From an optimization exercise on the open Yosys and OpenROAD flow, aimed at small area, a short achievable clock period and few clock cycles; shortcuts taken in it are not production practice.
The RTL was checked by simulation tests, not by an equivalence proof against the original design.
No activity file was given, so power comes from the tool's default toggle rates.

**flow/design.v**
```verilog
module oob_dispatcher #(
    parameter NREG    = 8,      
    parameter PMAX    = 8,      
    parameter PKT_MAX = 2048    
) (
    input  wire        clk,
    input  wire        rst,
    input  wire        cfg_we,
    input  wire [7:0]  cfg_addr,
    input  wire [7:0]  cfg_data,
    input  wire        in_valid,
    output wire        in_ready,
    input  wire        in_tick,
    input  wire [7:0]  in_data,
    output reg         rsp_valid,
    input  wire        rsp_ready,
    output reg  [7:0]  rsp_data,
    output reg         oob_valid,
    input  wire        oob_ready,
    output reg  [2:0]  oob_kind,
    output reg  [2:0]  oob_reg,
    output reg  [3:0]  oob_cid,
    output reg  [11:0] oob_len,
    output reg  [7:0]  oob_data
);
    localparam K_DATA  = 3'd0;
    localparam K_END   = 3'd1;
    localparam K_BAD   = 3'd2;
    localparam K_SHORT = 3'd3;
    localparam K_EVENT = 3'd4;
    localparam P_SCAN    = 2'd0;
    localparam P_HDR     = 2'd1;
    localparam P_PAYLOAD = 2'd2;
    reg [NREG*PMAX*8-1:0] pat;        
    reg [NREG*4-1:0]      plen;       
    reg [NREG-1:0]        pbulk;      
    reg [15:0]            timeout;
    integer r, k;
    always @(posedge clk) begin
        if (cfg_we && !cfg_addr[7] && !cfg_addr[3])
            pat[{cfg_addr[6:4], cfg_addr[2:0]}*8 +: 8] <= cfg_data;
    end
    always @(posedge clk) begin
        if (rst) begin
            plen    <= {NREG*4{1'b0}};
            pbulk   <= {NREG{1'b0}};
            timeout <= 16'd100;
        end else if (cfg_we) begin
            if (!cfg_addr[7]) begin
                if (cfg_addr[3]) begin
                    plen[cfg_addr[6:4]*4 +: 4] <= cfg_data[3:0];
                    pbulk[cfg_addr[6:4]]       <= cfg_data[4];
                end
            end else if (cfg_addr == 8'h80) begin
                timeout[7:0] <= cfg_data;
            end else if (cfg_addr == 8'h81) begin
                timeout[15:8] <= cfg_data;
            end
        end
    end
    reg [1:0]           phase;
    reg [NREG*4-1:0]    cur;          
    reg [PMAX*8-1:0]    hold;         
    reg [3:0]           hold_n;
    reg [PMAX*8-1:0]    rel_buf;      
    reg [3:0]           rel_n;
    reg [3:0]           rel_i;
    reg                 end_pend;     
    reg [2:0]           f_reg;
    reg [2:0]           f_hcnt;
    reg [31:0]          f_hdr;        
    reg [3:0]           f_cid;
    reg [11:0]          f_len;
    reg [11:0]          f_cnt;
    reg [16:0]          f_t;
    wire busy = (rel_i != rel_n) || oob_valid || end_pend;
    assign in_ready = !busy;
    wire take      = in_valid && in_ready;
    wire take_byte = take && !in_tick;
    wire take_tick = take && in_tick;
    reg [3:0]           cr, lr;
    reg [7:0]           pc;
    reg [NREG*4-1:0]    ncur;
    reg [NREG-1:0]      hit;
    reg                 any_hit;
    reg [2:0]           win;
    reg [3:0]           cmax;
    reg [3:0]           relcnt;
    reg [2*PMAX*8-1:0]  w;            
    reg [PMAX*8-1:0]    new_hold;
    always @(*) begin
        for (r = 0; r < NREG; r = r + 1) begin
            lr = plen[r*4 +: 4];
            pc = pat[(r*PMAX + {29'd0, cur[r*4 +: 3]})*8 +: 8];
            if (in_data == pc)
                cr = cur[r*4 +: 4] + 4'd1;
            else if (cur[r*4 +: 4] != 4'd0 && in_data == pat[r*PMAX*8 +: 8])
                cr = 4'd1;
            else
                cr = 4'd0;
            hit[r] = (lr != 4'd0) && (cr == lr);
            ncur[r*4 +: 4] = (lr == 4'd0 || hit[r]) ? 4'd0 : cr;
        end
        any_hit = |hit;
        win     = 3'd0;
        for (r = NREG - 1; r >= 0; r = r - 1)
            if (hit[r]) win = r[2:0];
        cmax = 4'd0;
        for (r = 0; r < NREG; r = r + 1)
            if (ncur[r*4 +: 4] > cmax) cmax = ncur[r*4 +: 4];
        w = {2*PMAX*8{1'b0}};
        for (k = 0; k <= PMAX; k = k + 1)
            w[k*8 +: 8] = (k < hold_n) ? hold[k*8 +: 8] : in_data;
        if (any_hit) relcnt = hold_n + 4'd1 - plen[win*4 +: 4];
        else         relcnt = hold_n + 4'd1 - cmax;
        new_hold = w[relcnt*8 +: PMAX*8];
    end
    function is_dec(input [7:0] b);
        is_dec = (b >= 8'h30) && (b <= 8'h39);
    endfunction
    function is_hex(input [7:0] b);
        is_hex = is_dec(b) || (b >= 8'h41 && b <= 8'h46) || (b >= 8'h61 && b <= 8'h66);
    endfunction
    function [3:0] hexval(input [7:0] b);
        hexval = is_dec(b) ? b[3:0] : b[3:0] + 4'd9;
    endfunction
    wire [7:0]  h0 = f_hdr[7:0];
    wire [7:0]  h1 = f_hdr[15:8];
    wire [7:0]  h2 = f_hdr[23:16];
    wire [7:0]  h3 = f_hdr[31:24];
    wire [13:0] hdr_len = h1[3:0] * 14'd1000 + h2[3:0] * 14'd100
                        + h3[3:0] * 14'd10 + {10'd0, in_data[3:0]};
    wire        hdr_ok  = is_hex(h0) && is_dec(h1) && is_dec(h2) && is_dec(h3)
                       && is_dec(in_data) && (hdr_len <= PKT_MAX);
    always @(posedge clk) begin
        if (rst) begin
            phase     <= P_SCAN;
            cur       <= {NREG*4{1'b0}};
            hold_n    <= 4'd0;
            rel_n     <= 4'd0;
            rel_i     <= 4'd0;
            end_pend  <= 1'b0;
            rsp_valid <= 1'b0;
            oob_valid <= 1'b0;
            f_hcnt    <= 3'd0;
            f_cnt     <= 12'd0;
            f_t       <= 17'd0;
        end else begin
            if (rsp_valid && rsp_ready) begin
                rel_i <= rel_i + 4'd1;
                if (rel_i + 4'd1 != rel_n)
                    rsp_data <= rel_buf[(rel_i + 4'd1)*8 +: 8];
                else
                    rsp_valid <= 1'b0;
            end else if (!rsp_valid && rel_i != rel_n) begin
                rsp_valid <= 1'b1;
                rsp_data  <= rel_buf[rel_i*8 +: 8];
            end
            if (oob_valid && oob_ready) begin
                oob_valid <= 1'b0;
            end else if (!oob_valid && end_pend) begin
                oob_valid <= 1'b1;
                oob_kind  <= K_END;
                oob_reg   <= f_reg;
                oob_cid   <= f_cid;
                oob_len   <= f_len;
                end_pend  <= 1'b0;
            end
            if (take_tick) begin
                if (phase != P_SCAN) begin
                    if (f_t == 17'd1) begin
                        oob_valid <= 1'b1;
                        oob_kind  <= K_SHORT;
                        oob_reg   <= f_reg;
                        phase     <= P_SCAN;
                    end
                    f_t <= f_t - 17'd1;
                end
            end else if (take_byte) begin
                case (phase)
                P_SCAN: begin
                    rel_buf <= w[PMAX*8-1:0];
                    rel_n   <= relcnt;
                    rel_i   <= 4'd0;
                    if (any_hit) begin
                        cur    <= {NREG*4{1'b0}};
                        hold_n <= 4'd0;
                        f_reg  <= win;
                        if (pbulk[win]) begin
                            phase  <= P_HDR;
                            f_hcnt <= 3'd0;
                            f_t    <= {1'b0, timeout} + 17'd1;
                        end else begin
                            oob_valid <= 1'b1;
                            oob_kind  <= K_EVENT;
                            oob_reg   <= win;
                        end
                    end else begin
                        cur    <= ncur;
                        hold_n <= cmax;
                        hold   <= new_hold;
                    end
                end
                P_HDR: begin
                    f_t <= {1'b0, timeout} + 17'd1;
                    if (f_hcnt != 3'd4) begin
                        f_hdr[f_hcnt[1:0]*8 +: 8] <= in_data;
                        f_hcnt <= f_hcnt + 3'd1;
                    end else if (hdr_ok) begin
                        f_cid <= hexval(h0);
                        f_len <= hdr_len[11:0];
                        f_cnt <= 12'd0;
                        if (hdr_len == 14'd0) begin
                            oob_valid <= 1'b1;
                            oob_kind  <= K_END;
                            oob_reg   <= f_reg;
                            oob_cid   <= hexval(h0);
                            oob_len   <= 12'd0;
                            phase     <= P_SCAN;
                        end else begin
                            phase <= P_PAYLOAD;
                        end
                    end else begin
                        oob_valid <= 1'b1;
                        oob_kind  <= K_BAD;
                        oob_reg   <= f_reg;
                        phase     <= P_SCAN;
                    end
                end
                default: begin  
                    f_t       <= {1'b0, timeout} + 17'd1;
                    oob_valid <= 1'b1;
                    oob_kind  <= K_DATA;
                    oob_reg   <= f_reg;
                    oob_cid   <= f_cid;
                    oob_data  <= in_data;
                    f_cnt     <= f_cnt + 12'd1;
                    if (f_cnt + 12'd1 == f_len) begin
                        end_pend <= 1'b1;
                        phase    <= P_SCAN;
                    end
                end
                endcase
            end
        end
    end
endmodule
```
**flow/run.sh**
```bash
#!/bin/bash
# synth_recipe.tcl (not shown) runs the flow's synth.tcl, then flattens the netlist and writes it again
# the make line also repeats each setting of config.mk as NAME=value (left out here)
make -C /OpenROAD-flow-scripts/flow DESIGN_CONFIG=/design/flow/config.mk WORK_HOME=/design/flow/orfs CLKGATE_MAP_FILE= SYNTH_SCRIPT=/design/flow/synth_recipe.tcl finish
```
**flow/config.mk**
```make
export PLATFORM = sky130hd
export DESIGN_NAME = oob_dispatcher
export DESIGN_NICKNAME = oob_dispatcher
export VERILOG_FILES = /design/flow/design.v
export SDC_FILE = /design/flow/constraint.sdc
export NUM_CORES = 4
export LEC_CHECK = 0
export CAP_MARGIN = 20
export CORE_MARGIN = 2
export CORE_UTILIZATION = 40
export PLACE_DENSITY = 0.6
export SLEW_MARGIN = 20
```
**flow/constraint.sdc**
```tcl
create_clock -name core_clock -period 16.0 [get_ports {clk}]
set_input_delay 3.2000 -clock core_clock [delete_from_list [all_inputs] [get_ports {clk}]]
set_output_delay 3.2000 -clock core_clock [all_outputs]
set_load 0.01 [all_outputs]
```
==> results.txt <==
==> cells in the final DEF, fill, tap and decap left out, types with 14 or more instances in the layout <==
| cell | n |
|---|---|
| mux2i_1 | 249 |
| inv_1 | 153 |
| a22oi_1 | 76 |
| ha_1 | 128 |
| a21oi_1 | 192 |
| edfxtp_1 | 729 |
| mux4_2 | 83 |
| xnor2_1 | 109 |
| nor4_1 | 22 |
| fa_1 | 17 |
| buf_12 | 15 |
| and3_1 | 67 |
| clkinv_2 | 17 |
| xor2_1 | 102 |
| mux2_2 | 575 |
| buf_4 | 234 |
| o22ai_1 | 28 |
| clkbuf_16 | 102 |
| clkbuf_1 | 16 |
| nor3_1 | 104 |
| nand3_1 | 92 |
| a22o_1 | 14 |
| dfxtp_1 | 133 |
| buf_2 | 16 |
| and2_1 | 36 |
| clkinv_1 | 20 |
| o211ai_1 | 19 |
| or2_2 | 14 |
| nor2b_1 | 32 |
| a31oi_1 | 36 |
| nand2b_1 | 23 |
| o21a_1 | 14 |
| a211oi_1 | 72 |
| nand2_1 | 283 |
| clkdlybuf4s50_1 | 54 |
| nand4_1 | 32 |
| o21ai_0 | 159 |
| or3_1 | 22 |
| nor2_1 | 342 |
==> worst max-delay path, delay by kind of cell <==
| kind | cells | cell delay [ps] |
|---|---|---|
| xor+xnor | 1 | 170 |
| compound gates | 35 | 4600 |
| simple gates | 21 | 3030 |
| buf+inv | 8 | 1330 |
| fa+ha+maj | 9 | 2780 |
| mux | 3 | 580 |
==> cells by family (layout without fill, tap and decap cells) <==
family	count (synthesis)	count (layout)	share of synthesized area [%]
compound gates	788	788	10.1
other cells	0	3	0
buf+inv	438	670	3.44
fa+ha+maj	148	148	3.83
flops	866	866	47.5
mux	909	909	21.0
xor+xnor	215	215	3.63
simple gates	1141	1141	10.5
==> path summary, 6_finish.rpt <==
kind / end / startpoint / depth (start not counted) / slack, ps
worst max register to register: hold[7] / cur[4] / 77 / 1790
worst max-delay path: hold[7] / in_data[4] / 77 / 760
worst min register to register: f_t[7] / f_t[7] / 2 / 480
worst min-delay path: f_t[7] / f_t[7] / 2 / 480
==> Yosys cell counts, types with 17 or more instances <==
cell | n | share of area (%)
a211oi_1 | 74 | 1.1
a21oi_1 | 198 | 1.9
a22oi_1 | 76 | 1.1
a31oi_1 | 37 | 0.45
and2_1 | 35 | 0.42
and3_1 | 67 | 0.81
buf_1 | 17 | 0.12
buf_2 | 30 | 0.29
clkbuf_1 | 209 | 1.5
dfxtp_1 | 137 | 5.3
edfxtp_1 | 729 | 42
fa_1 | 18 | 0.69
ha_1 | 130 | 3.1
inv_1 | 156 | 1.1
mux2_2 | 575 | 12
mux2i_1 | 249 | 4.8
mux4_2 | 83 | 3.6
nand2_1 | 283 | 2.0
nand2b_1 | 23 | 0.28
nand3_1 | 92 | 0.89
nand4_1 | 32 | 0.39
nor2_1 | 345 | 2.5
nor2b_1 | 35 | 0.42
nor3_1 | 111 | 1.1
nor4_1 | 23 | 0.28
o211ai_1 | 19 | 0.27
o21ai_0 | 163 | 1.6
o22ai_1 | 28 | 0.34
or3_1 | 22 | 0.27
xnor2_1 | 112 | 1.9
xor2_1 | 103 | 1.7
==> power groups by stage <==
stage	clock (mW)	combinational, mW	sequential (mW)
floorplan	0	0.354	2.61
global placement	0	0.547	2.60
detailed placement	0	0.554	2.61
CTS	2.36	0.556	2.56
global route	2.44	0.608	2.57
finish	2.32	0.562	2.56
==> what timing repair did <==
action	4_1_cts	5_1_grt
setup buffers	0	9
setup endpoints to repair	0	67
gates resized for setup	0	31
==> per-layer routing <==
layer  vias up  track usage, %  share of wire (%)
met3       255            4.11                6.6
met2      1113            33.9                 45
li1      17300               -                  -
met4         8            8.01                3.6
met1     18800            30.3                 45
met5         -               0              0.032
==> through the flow <==
step / cells / instance area, um^2 / hold slack [ps] / util, % / power [mW]
after global placement: 6287 / 55600 / 455 / 43.1 / 3.15
after detailed placement: 6287 / 55700 / 469 / 43.1 / 3.16
after CTS: 6470 / 58900 / 479 / 45.6 / 5.47
final: 6482 / 59100 / 477 / 45.8 / 5.44
after global routing: 6480 / 59100 / 499 / 45.8 / 5.61
after floorplan: 4505 / 52000 / 444 / - / 2.96
==> final cells by class <==
cell class	count	share of cell area, %
multi-input cells	3201	43.5
flip-flops and latches	866	41.7
repair buffers	322	4.59
clock buffers	122	4.51
well taps	1742	3.69
inverters	165	1.05
clock inverters	61	1.00
diodes	3	0.0127
==> flow_metrics.env <==
export IMPL_place_congestion=0.929
export IMPL_syn_avg_cell_area_um2=11.5
export IMPL_pwr_share_clk_pct=42.6
export IMPL_startpoint_type="input pin"
export IMPL_max_cap_violations=0
export IMPL_drt_iter0_markers=3502
export IMPL_clk_pin_slew_ps=60
export IMPL_leakage_nw=20.8
export IMPL_netlist_area_um2=51900
export IMPL_critPathArrivalTime_ps=15700
export IMPL_ios=72
export IMPL_worst_pin_slew_ps=1180
export IMPL_wl_per_cell_um=22.8
export IMPL_clk_latency_ps=720
export IMPL_ys_warn_count=2
export IMPL_critPathKind="in2reg"
export IMPL_core_um2=129000
export IMPL_drc=0
export IMPL_cts_buffers=99
export IMPL_drt_pass1_iterations=7
export IMPL_grt_start_max_net_pins=178
export IMPL_place_ws_ps=-490
export IMPL_outcome="finished clean"
export IMPL_cts_tree="done"
export IMPL_power_switching_share_pct=25.1
export IMPL_relSlewSlack_pct=21.3
export IMPL_ff_latch_area_um2=24600
export IMPL_wirelength_um=148000
export IMPL_seq_power_share_pct=47.1
export IMPL_cts_buffer_depth=3
export IMPL_end_kind="register"
export IMPL_internal_power_mw=4.07
export IMPL_yosysSeqAreaShare_pct=47.5
export IMPL_finalCritPeriodShare_pct=95.2
export IMPL_path_max_fanout=17
export IMPL_die_area_um2=133000
export IMPL_overflow=0
export IMPL_layout_drive_gt1_share_pct=25.0
export IMPL_detail_route_antenna_nets=0
export IMPL_htreeDepth=3
export IMPL_nets=4834
export IMPL_tns_ps=0
export IMPL_hold_viol=0
export IMPL_finalWorstSetupSlack_ps=764
export IMPL_p_per_area_nw_per_um2=92.0
export IMPL_drv_slew=0
export IMPL_synth_enable_flop_cells=729
export IMPL_finalClockSkew_ps=36.4
export IMPL_required_ps=16460
export IMPL_synth_ff_type="edfxtp_1"
export IMPL_viasPerCell=5.78
export IMPL_combinationalPowerShare_pct=10.3
export IMPL_clock_sinks=866
export IMPL_die_h_um=364
export IMPL_std_cell_rows=132
export IMPL_vdd_ir_drop_max_mv=0.0816
export IMPL_crit_slowest_cell="fa_2"
export IMPL_largest_reg_flops=512
export IMPL_synthCells=4505
export IMPL_antenna_found_initial=7
export IMPL_grt_pass1_wl_um=222000
export IMPL_cts_root_buf="clkbuf_16"
export IMPL_dpl_hpwl_um=99800
export IMPL_syn2layout_area_growth_pct=14.0
export IMPL_async_reset_ff_share_pct=0
export IMPL_hp_class="reg2reg"
export IMPL_die_width_um=364
export IMPL_fillers=11900
export IMPL_finalCriticalPeriod_ps=15240
export IMPL_multi_input_area_um2=25700
export IMPL_synth_distinct_cells=102
export IMPL_cpPeakStageDelay_ps=600
export IMPL_io_buffers=71
export IMPL_syn_num_nets=4684
export IMPL_vias=37400
export IMPL_switching_power_mw=1.37
export IMPL_ys_ff_latch=866
export IMPL_finalSetupViolCount=0
export IMPL_grt_pass1_vias=36000
export IMPL_clock_fmax_mhz=65.6
export IMPL_postCtsHoldBufs=0
export IMPL_initial_core_util_pct=40.2
export IMPL_track_usage_pct=21.8
Testbench counts, summed over its fixed seeds: cycles 184,908.

==> port drivers added, routing unchanged <==
No port has a modelled driver above. Below, the same layout with a new extraction and two added sets of constraints.
Step 1 (the two cells are an assumption about what drives the block):
set clk [get_ports {clk}]
set_driving_cell -lib_cell sky130_fd_sc_hd__clkbuf_16 $clk
set_driving_cell -lib_cell sky130_fd_sc_hd__buf_2 [delete_from_list [all_inputs] $clk]
Step 2 also shifts input and output timing later by t, the mid clock arrival at the registers, as if the neighbouring blocks saw the same clock.
Three values: ideal ports, drivers, drivers and shift; two values: the first two.
t (ns): 0.774
setup WS [ns]: 0.764 / 0.708 / -0.066
worst setup path at the end: input to register
worst slew at a driven data input, ns: 0.24
Met with ideal ports but missed after step 2: setup timing in this run. For this run, drivers alone change the setup slack by -0.056 ns; drivers and shift together by -0.830 ns.
